Source: an optimization exercise on an open RTL-to-GDS flow (aim: small area, a short achievable clock period and few clock cycles). Production flows keep margins and buffers that such runs may drop. Only simulation tests tie the RTL to the original design; equivalence was not proved. Power and IR drop assume default switching activity.

[design.v]
module nspe_rt (
    input             clk,
    input             rst,           
    input             cmd_valid,
    output            cmd_ready,
    input      [2:0]  cmd_op,
    input      [31:0] cmd_ip,
    input      [31:0] cmd_mask,
    input      [7:0]  cmd_iface,
    input      [31:0] cmd_new_ip,
    input      [2:0]  cmd_sel,       
    input      [15:0] cmd_index,
    output reg        rsp_valid,
    output reg [7:0]  rsp_status,
    output reg        rsp_flag,      
    output reg [7:0]  rsp_iface,
    output reg [3:0]  rsp_index,
    output     [4:0]  rsp_count,
    output reg [31:0] rsp_ip,
    output reg [31:0] rsp_mask,
    output reg        rsp_edited,
    output reg        rsp_deleted
);
    localparam CAP = 16;
    localparam OP_INSERT = 3'd0, OP_EDIT = 3'd1, OP_REMOVE = 3'd2, OP_REGEN = 3'd3,
               OP_CLEAN  = 3'd4, OP_LOOKUP = 3'd5, OP_READ = 3'd6;
    localparam ST_OK = 8'h00, ST_NOT_FOUND = 8'h07, ST_DUPLICATE = 8'h08,
               ST_TABLE_FULL = 8'h09, ST_ILLEGAL = 8'h10;
    localparam S_IDLE = 3'd0, S_LOOKUP = 3'd1, S_FIND = 3'd2, S_RM = 3'd3,
               S_POS = 3'd4, S_SHIFT = 3'd5, S_REGEN = 3'd6, S_ONE = 3'd7;
    reg [31:0] ent_ip   [0:CAP-1];
    reg [31:0] ent_mask [0:CAP-1];
    reg [7:0]  ent_if   [0:CAP-1];
    reg        ent_ed   [0:CAP-1];
    reg        ent_del  [0:CAP-1];
    reg [4:0]  count;
    reg [2:0]  state;
    reg [2:0]  op;
    reg [31:0] op_ip, op_mask, op_new_ip;
    reg [7:0]  op_if;
    reg [2:0]  op_sel;
    reg [15:0] op_index;
    reg [4:0]  k;        
    reg [4:0]  w;        
    reg        found, fdel, dup;
    reg [3:0]  fk;
    reg [3:0]  p;
    reg [31:0] e_ip, e_mask;
    reg [7:0]  e_if;
    reg        e_ed;
    assign cmd_ready = (state == S_IDLE);
    assign rsp_count = count;
    wire [31:0] r_ip   = ent_ip[k[3:0]];
    wire [31:0] r_mask = ent_mask[k[3:0]];
    wire [7:0]  r_if   = ent_if[k[3:0]];
    wire        r_ed   = ent_ed[k[3:0]];
    wire        r_del  = ent_del[k[3:0]];
    wire        at_end = (k == count);
    reg [5:0] r_len, e_len;
    integer b;
    always @* begin
        r_len = 6'd0;
        e_len = 6'd0;
        for (b = 0; b < 32; b = b + 1) begin
            r_len = r_len + {5'd0, r_mask[b]};
            e_len = e_len + {5'd0, e_mask[b]};
        end
    end
    wire r_after_e = (r_len < e_len) || ((r_len == e_len) && (r_ip > e_ip));
    wire r_match = !r_del && (((op_ip ^ r_ip) & r_mask) == 32'd0);
    integer i;
    always @(posedge clk) begin
        rsp_valid <= 1'b0;
        if (rst) begin
            state <= S_IDLE;
            count <= 5'd0;
        end else begin
            case (state)
            S_IDLE: if (cmd_valid) begin
                op        <= cmd_op;
                op_ip     <= cmd_ip;
                op_mask   <= cmd_mask;
                op_if     <= cmd_iface;
                op_new_ip <= cmd_new_ip;
                op_sel    <= cmd_sel;
                op_index  <= cmd_index;
                found     <= 1'b0;
                fdel      <= 1'b0;
                dup       <= 1'b0;
                k         <= 5'd0;
                w         <= 5'd0;
                case (cmd_op)
                OP_INSERT, OP_EDIT, OP_REMOVE: state <= S_FIND;
                OP_REGEN:  state <= S_REGEN;
                OP_LOOKUP: state <= S_LOOKUP;
                OP_READ: begin
                    k     <= {1'b0, cmd_index[3:0]};
                    state <= S_ONE;
                end
                default:   state <= S_ONE;    
                endcase
            end
            S_LOOKUP: begin
                if (at_end) begin
                    begin rsp_valid <= 1'b1; rsp_status <= ST_OK; rsp_flag <= 1'b0; state <= S_IDLE; end
                    rsp_iface <= 8'd0;
                    rsp_index <= 4'd0;
                end else if (r_match) begin
                    begin rsp_valid <= 1'b1; rsp_status <= ST_OK; rsp_flag <= 1'b1; state <= S_IDLE; end
                    rsp_iface <= r_if;
                    rsp_index <= k[3:0];
                end else begin
                    k <= k + 5'd1;
                end
            end
            S_FIND: begin
                if (at_end) begin
                    k <= 5'd0;
                    case (op)
                    OP_INSERT: begin
                        e_ip   <= op_ip;
                        e_mask <= op_mask;
                        e_if   <= op_if;
                        e_ed   <= 1'b0;
                        if (found) begin
                            if (e_ed || fdel) begin rsp_valid <= 1'b1; rsp_status <= ST_OK; rsp_flag <= 1'b0; state <= S_IDLE; end
                            else state <= S_RM;
                        end else if (count == CAP) begin
                            begin rsp_valid <= 1'b1; rsp_status <= ST_TABLE_FULL; rsp_flag <= 1'b0; state <= S_IDLE; end
                        end else begin
                            state <= S_POS;
                        end
                    end
                    OP_REMOVE: begin
                        if (found && !fdel) begin
                            ent_del[fk] <= 1'b1;
                            begin rsp_valid <= 1'b1; rsp_status <= ST_OK; rsp_flag <= 1'b0; state <= S_IDLE; end
                        end else begin
                            begin rsp_valid <= 1'b1; rsp_status <= ST_NOT_FOUND; rsp_flag <= 1'b0; state <= S_IDLE; end
                        end
                    end
                    default: begin  
                        if (!found || fdel) begin
                            begin rsp_valid <= 1'b1; rsp_status <= ST_NOT_FOUND; rsp_flag <= 1'b0; state <= S_IDLE; end
                        end else if (dup) begin
                            begin rsp_valid <= 1'b1; rsp_status <= ST_DUPLICATE; rsp_flag <= 1'b0; state <= S_IDLE; end
                        end else begin
                            if (op_sel[0]) e_ip   <= op_new_ip;
                            if (op_sel[1]) e_mask <= op_mask;
                            if (op_sel[2]) e_if   <= op_if;
                            e_ed  <= 1'b1;
                            state <= S_RM;
                        end
                    end
                    endcase
                end else begin
                    if (r_ip == op_ip) begin
                        found  <= 1'b1;
                        fk     <= k[3:0];
                        fdel   <= r_del;
                        e_ip   <= r_ip;
                        e_mask <= r_mask;
                        e_if   <= r_if;
                        e_ed   <= r_ed;
                    end
                    if (op == OP_EDIT && op_sel[0] && op_new_ip != op_ip && r_ip == op_new_ip)
                        dup <= 1'b1;
                    k <= k + 5'd1;
                end
            end
            S_RM: begin
                for (i = 0; i < CAP - 1; i = i + 1) begin
                    if (i >= fk && i + 1 < count) begin
                        ent_ip[i]   <= ent_ip[i+1];
                        ent_mask[i] <= ent_mask[i+1];
                        ent_if[i]   <= ent_if[i+1];
                        ent_ed[i]   <= ent_ed[i+1];
                        ent_del[i]  <= ent_del[i+1];
                    end
                end
                count <= count - 5'd1;
                k     <= 5'd0;
                state <= S_POS;
            end
            S_POS: begin
                if (at_end || r_after_e) begin
                    p     <= k[3:0];
                    state <= S_SHIFT;
                end else begin
                    k <= k + 5'd1;
                end
            end
            S_SHIFT: begin
                for (i = 1; i < CAP; i = i + 1) begin
                    if (i > p && i <= count) begin
                        ent_ip[i]   <= ent_ip[i-1];
                        ent_mask[i] <= ent_mask[i-1];
                        ent_if[i]   <= ent_if[i-1];
                        ent_ed[i]   <= ent_ed[i-1];
                        ent_del[i]  <= ent_del[i-1];
                    end
                end
                ent_ip[p]   <= e_ip;
                ent_mask[p] <= e_mask;
                ent_if[p]   <= e_if;
                ent_ed[p]   <= e_ed;
                ent_del[p]  <= 1'b0;
                count <= count + 5'd1;
                begin rsp_valid <= 1'b1; rsp_status <= ST_OK; rsp_flag <= 1'b1; state <= S_IDLE; end
            end
            S_REGEN: begin
                if (at_end) begin
                    count <= w;
                    begin rsp_valid <= 1'b1; rsp_status <= ST_OK; rsp_flag <= 1'b0; state <= S_IDLE; end
                end else begin
                    if (r_ed || r_del) begin
                        ent_ip[w[3:0]]   <= r_ip;
                        ent_mask[w[3:0]] <= r_mask;
                        ent_if[w[3:0]]   <= r_if;
                        ent_ed[w[3:0]]   <= r_ed;
                        ent_del[w[3:0]]  <= r_del;
                        w <= w + 5'd1;
                    end
                    k <= k + 5'd1;
                end
            end
            default: begin
                case (op)
                OP_READ: begin
                    if (op_index >= {11'd0, count}) begin
                        begin rsp_valid <= 1'b1; rsp_status <= ST_NOT_FOUND; rsp_flag <= 1'b0; state <= S_IDLE; end
                    end else begin
                        begin rsp_valid <= 1'b1; rsp_status <= ST_OK; rsp_flag <= 1'b0; state <= S_IDLE; end
                        rsp_ip      <= r_ip;
                        rsp_mask    <= r_mask;
                        rsp_iface   <= r_if;
                        rsp_edited  <= r_ed;
                        rsp_deleted <= r_del;
                    end
                end
                OP_CLEAN: begin
                    count <= 5'd0;
                    begin rsp_valid <= 1'b1; rsp_status <= ST_OK; rsp_flag <= 1'b0; state <= S_IDLE; end
                end
                default: begin rsp_valid <= 1'b1; rsp_status <= ST_ILLEGAL; rsp_flag <= 1'b0; state <= S_IDLE; end
                endcase
            end
            endcase
        end
    end
endmodule
[run.sh]
#!/bin/bash
# synth_recipe.tcl (not shown) runs the flow's synth.tcl, then flattens the netlist and writes it again
# the make line also repeats each setting of config.mk as NAME=value (left out here)
make -C /OpenROAD-flow-scripts/flow DESIGN_CONFIG=/design/flow/config.mk WORK_HOME=/design/flow/orfs CLKGATE_MAP_FILE= SYNTH_SCRIPT=/design/flow/synth_recipe.tcl finish
[config.mk]
export PLATFORM = sky130hd
export DESIGN_NAME = nspe_rt
export DESIGN_NICKNAME = nspe_rt
export VERILOG_FILES = /design/flow/design.v
export SDC_FILE = /design/flow/constraint.sdc
export NUM_CORES = 4
export LEC_CHECK = 0
export CAP_MARGIN = 20
export CORE_MARGIN = 2
export CORE_UTILIZATION = 40
export SLEW_MARGIN = 20
[constraint.sdc]
create_clock -name core_clock -period 10.0 [get_ports {clk}]
set_input_delay 2.0000 -clock core_clock [delete_from_list [all_inputs] [get_ports {clk}]]
set_output_delay 2.0000 -clock core_clock [all_outputs]
set_load 0.01 [all_outputs]
==> key figures <==
Timing
  – Fin crit share: 90.3%
  – Worst Tran Pin Value: ~1300 ps
  – Final Skew: 36.3 ps
  – Tmin final: 9030 ps
  – Fin. Hold Viols: 0
  – Max_slew headroom: 13.2%
  – Final setup viols: 0
  – Setup_tns: 0 ps
  – Slew Limit Fails: 0
  – RSZ-0062 raised after global routing: no
  – Maximum clock frequency: 111 MHz

Power and ir drop
  – Pwr dens: 306 nW/µm²
  – Tot Pwr: 29.5 mW
  – Leakage power: approximately 35 nW
  – Maximum vdd drop: 2150 µV

Global route
  – First-pass GRT wire length: 476000 µm
  – Grt ovf: 0
  – Largest net degree at the start of global routing: 148
  – Initial antenna violation count: 17
  – Vias in the first global route: 62200
  – Global Route Usage Sum: 30.6%

Clocking
  – TritonCTS clock tree: built
  – Setup bufs post-CTS: 0
  – Hold_buf cts: 0
  – CTS sink cnt: 1500
  – Clk Latency, worst-skew pair: around 860 ps
  – H-tree depth: 4
  – CTS Buf Count: approximately 170
  – CTS resizes: 0
  – Max clock buf depth: 3
  – Clock slew at reported path FFs: 60 ps
  – CTS Root Cell: clkbuf_16

Worst setup path
  – CP endpoint kind: register
  – CP required: 10740 ps
  – Worst path max stage delay: roughly 770 ps
  – Worst-path fanout max: 30
  – Top cell family by delay on the critical path: adder cells
  – Worst reg-to-reg path cell count: 27
  – WP buf/inv: 5
  – Levels on crit path: 27
  – Crit path DAT: around 9800 ps
  – CP Launch Type: register
  – Critical-path cell with the highest stage delay: a2111oi_4
  – CP most frequent cell: fa_1
  – Crit Path Class: register to register
  – FF-to-FF setup slack: between 900 and 1000 ps

Synth
  – Post-synth EDFFs: 1487
  – Post-synthesis cell count: 7373
  – Number of library cell types mapped by synthesis: 84
  – #FFs+latches synth: 1500
  – Yosys warning count: 1
  – Post-synthesis async set-or-reset flop share: 0%
  – Top FF cell, synth: edfxtp_1
  – Top-area cell type share of the netlist area: 52.3%
  – Sequential-to-total area share from yosys stat: 52.6%
  – Netlist Area Pre-Place: 85400 µm²
  – Dominant cell type by area after synthesis: edfxtp_1
  – Avg Cell Area, Syn: between 10 and 15 µm²
  – Area contributors post-synth: edfxtp_1 52%, mux2i_1 11%, mux4_2 7.5%

Floorplanning
  – Rows: 169
  – Core area: 212000 µm²
  – I/O pin count: 223
  – Starting Density: 40.2%
  – Width of the chip: 466 µm
  – Vert. Die Dim: 466 µm
  – Total Die Area: 217000 µm²

Status
  – Status: no timing/DRC/antenna violations

Finish
  – Layout area overhead: 12.7%
  – Layout cells sized above 1: 14.1%
  – Nets: 7573

Routing
  – Number of vias per cell: approximately 6.4
  – Routed len/inst: 33.2 µm
  – Initial DRC Count: just over 10000
  – Drt pass-1 iters: 6
  – Via Count: around 66000
  – Antenna-violating nets left: 0
  – Final WL: 342000 µm
  – DRC Markers: 0

Place
  – GPL Wtd Cong: 0.929
  – HPWL after detailed placement: 200000 µm
  – IO buf count: 219

Min path
  – Hold crit path type: register to register

Flow run
  – Max-cap violation count: 0
==> sequential cells by signal, summed over array words and instances (netlist names), 5 cells and up, named ones only <==
register / count
ent_del: 16
ent_ed: 16
ent_ip: 512
ent_mask: 512
k: 5
op_if: 8
e_if: 8
op_new_ip: 32
op_ip: 32
rsp_ip: 32
w: 5
count: 5
rsp_mask: 32
rsp_iface: 8
op_mask: 32
op_index: 16
e_ip: 32
ent_if: 128
e_mask: 32
==> area by class of cell <==
class,count,area (µm²)
Fill cell,19300,116000
Sequential cell,1500,44900
Multi-Input combinational cell,5101,37900
Clock buffer,200,4330
Timing Repair Buffer,405,3870
Tap cell,2821,3530
Clock inverter,108,1050
Inverter,158,598
Antenna cell,7,17.5
==> cells in the mapped netlist, types with 9 or more instances <==
| master | n |
|---|---|
| nor2b_1 | 24 |
| mux2_2 | 214 |
| buf_6 | 15 |
| mux2i_1 | 977 |
| and2_1 | 24 |
| inv_1 | 153 |
| ha_1 | 64 |
| xor2_1 | 36 |
| a31oi_1 | 174 |
| o21ai_1 | 64 |
| o21ai_0 | 461 |
| buf_1 | 40 |
| edfxtp_1 | 1487 |
| a221oi_1 | 16 |
| buf_2 | 108 |
| fa_1 | 48 |
| clkbuf_1 | 425 |
| nor3_1 | 29 |
| nand3_1 | 27 |
| mux4_2 | 285 |
| a22oi_1 | 13 |
| xnor2_1 | 79 |
| nor2_1 | 759 |
| nand2_1 | 984 |
| a21o_1 | 22 |
| o22ai_1 | 28 |
| nand4_1 | 28 |
| a21oi_1 | 574 |
| a211oi_1 | 9 |
| or3_1 | 9 |
| nand2b_1 | 11 |
| dfxtp_1 | 13 |
| nor4_1 | 16 |
| buf_4 | 24 |
==> cell usage in the layout (no fill, tap or decap), types with 9 or more instances in the layout <==
cell type	synthesis	routed
a31oi_1	174	174
mux2i_1	977	977
o21ai_1	64	22
clkinv_1	5	49
nand3_1	27	23
clkbuf_16	0	168
clkdlybuf4s50_1	0	219
fa_1	48	48
and2_1	24	19
nor2_1	759	758
nand2_4	0	23
o22ai_1	28	28
buf_4	24	159
clkbuf_1	425	31
dfxtp_1	13	9
bufinv_16	0	15
a21o_1	22	22
nor2b_1	24	22
xnor2_1	79	78
clkinv_2	0	26
mux2_2	214	214
o21ai_0	461	461
edfxtp_1	1487	1487
buf_12	2	23
o21ai_2	1	42
a21oi_1	574	570
xor2_1	36	32
mux4_2	285	285
ha_1	64	64
nor4_1	16	12
inv_1	153	150
nor3_1	29	25
nand4_1	28	28
a221oi_1	16	16
nand2_1	984	959
a22oi_1	13	13
==> through the flow <==
| step | hold slack (ps) | instance area (µm²) | utilization [%] | setup slack, ps | instances |
|---|---|---|---|---|---|
| 4_1_cts | 524 | 96100 | 45.3 | 1000 | 10300 |
| 3_5_place_dp | 507 | 90700 | 42.7 | 1020 | 9982 |
| 2_1_floorplan | 484 | 85500 | - | 419 | 7375 |
| 5_1_grt | 546 | 96300 | 45.3 | 643 | 10300 |
| 6_report | 521 | 96300 | 45.3 | 973 | 10300 |
| 3_3_place_gp | 507 | 90600 | 42.7 | 998 | 9978 |
==> how the worst min path moves through the flow <==
stage / endpoint / slack, ps / cells past startpoint / from
finish: e_if[2]$_DFFE_PP_ / 520 / 2 / op_if[2]$_DFFE_PP_
global route: e_if[2]$_DFFE_PP_ / 550 / 2 / op_if[2]$_DFFE_PP_
CTS: e_if[0]$_DFFE_PP_ / 520 / 2 / op_if[0]$_DFFE_PP_
detailed placement: e_if[7]$_DFFE_PP_ / 510 / 2 / op_if[7]$_DFFE_PP_
global placement: e_if[2]$_DFFE_PP_ / 510 / 2 / op_if[2]$_DFFE_PP_
floorplan: e_if[0]$_DFFE_PP_ / 480 / 2 / op_if[0]$_DFFE_PP_
==> power by group <==
group | total [mW] | internal, mW | switching [mW]
Sequential | 7.59 | 7.24 | 0.357
Combinational | 15.6 | 6.51 | 9.07
Clock | 6.29 | 3.50 | 2.79
==> worst min-delay path, stage by stage (launching register included) <==
cell and delay (ps):
edfxtp_1 320, nand2_1 50, nand2_1 50
==> metal layers <==
layer | up-vias | share of wire, % | GRT usage (%)
met1 | 32700 | 36 | 39.8
li1 | 27300 | - | -
met2 | 4819 | 44 | 46.8
met4 | 26 | 6.8 | 17.6
met3 | 988 | 12 | 7.28
met5 | - | 0.075 | 0.220
==> logic make-up after synthesis <==
| kind of cell | count (synthesis) | share of synthesized area, % |
|---|---|---|
| simple gates | 1956 | 9.22 |
| mux | 1481 | 21.9 |
| xor+xnor | 115 | 1.18 |
| buf+inv | 774 | 3.86 |
| other cells | 1 | 0.00439 |
| fa+ha+maj | 112 | 2.06 |
| compound gates | 1434 | 9.24 |
| flops | 1500 | 52.6 |
Testbench counts, summed over its fixed seeds: cycles 54,619.

what the ideal ports hide:
The flow's constraints put no driver on any port. The routed layout listed below was extracted and timed again, unchanged, in two steps. Step 1, drivers: a clkbuf_16 drives clk and a buf_2 each remaining input, both assumed. Step 2 also shifts input and output timing later by t, the mid clock arrival at the registers, as if the neighbouring blocks saw the same clock. Slacks: ideal / step 1 / step 2; pairs: ideal / step 1.
shift t [ns]: 0.925
setup slack, ns: 0.973 / 0.973 / 0.973
worst setup path after step 2: register to register
After both steps setup and hold are still met in this run. The setup slack of this run moves by 0.000 ns with the drivers and by 0.000 ns with both steps.
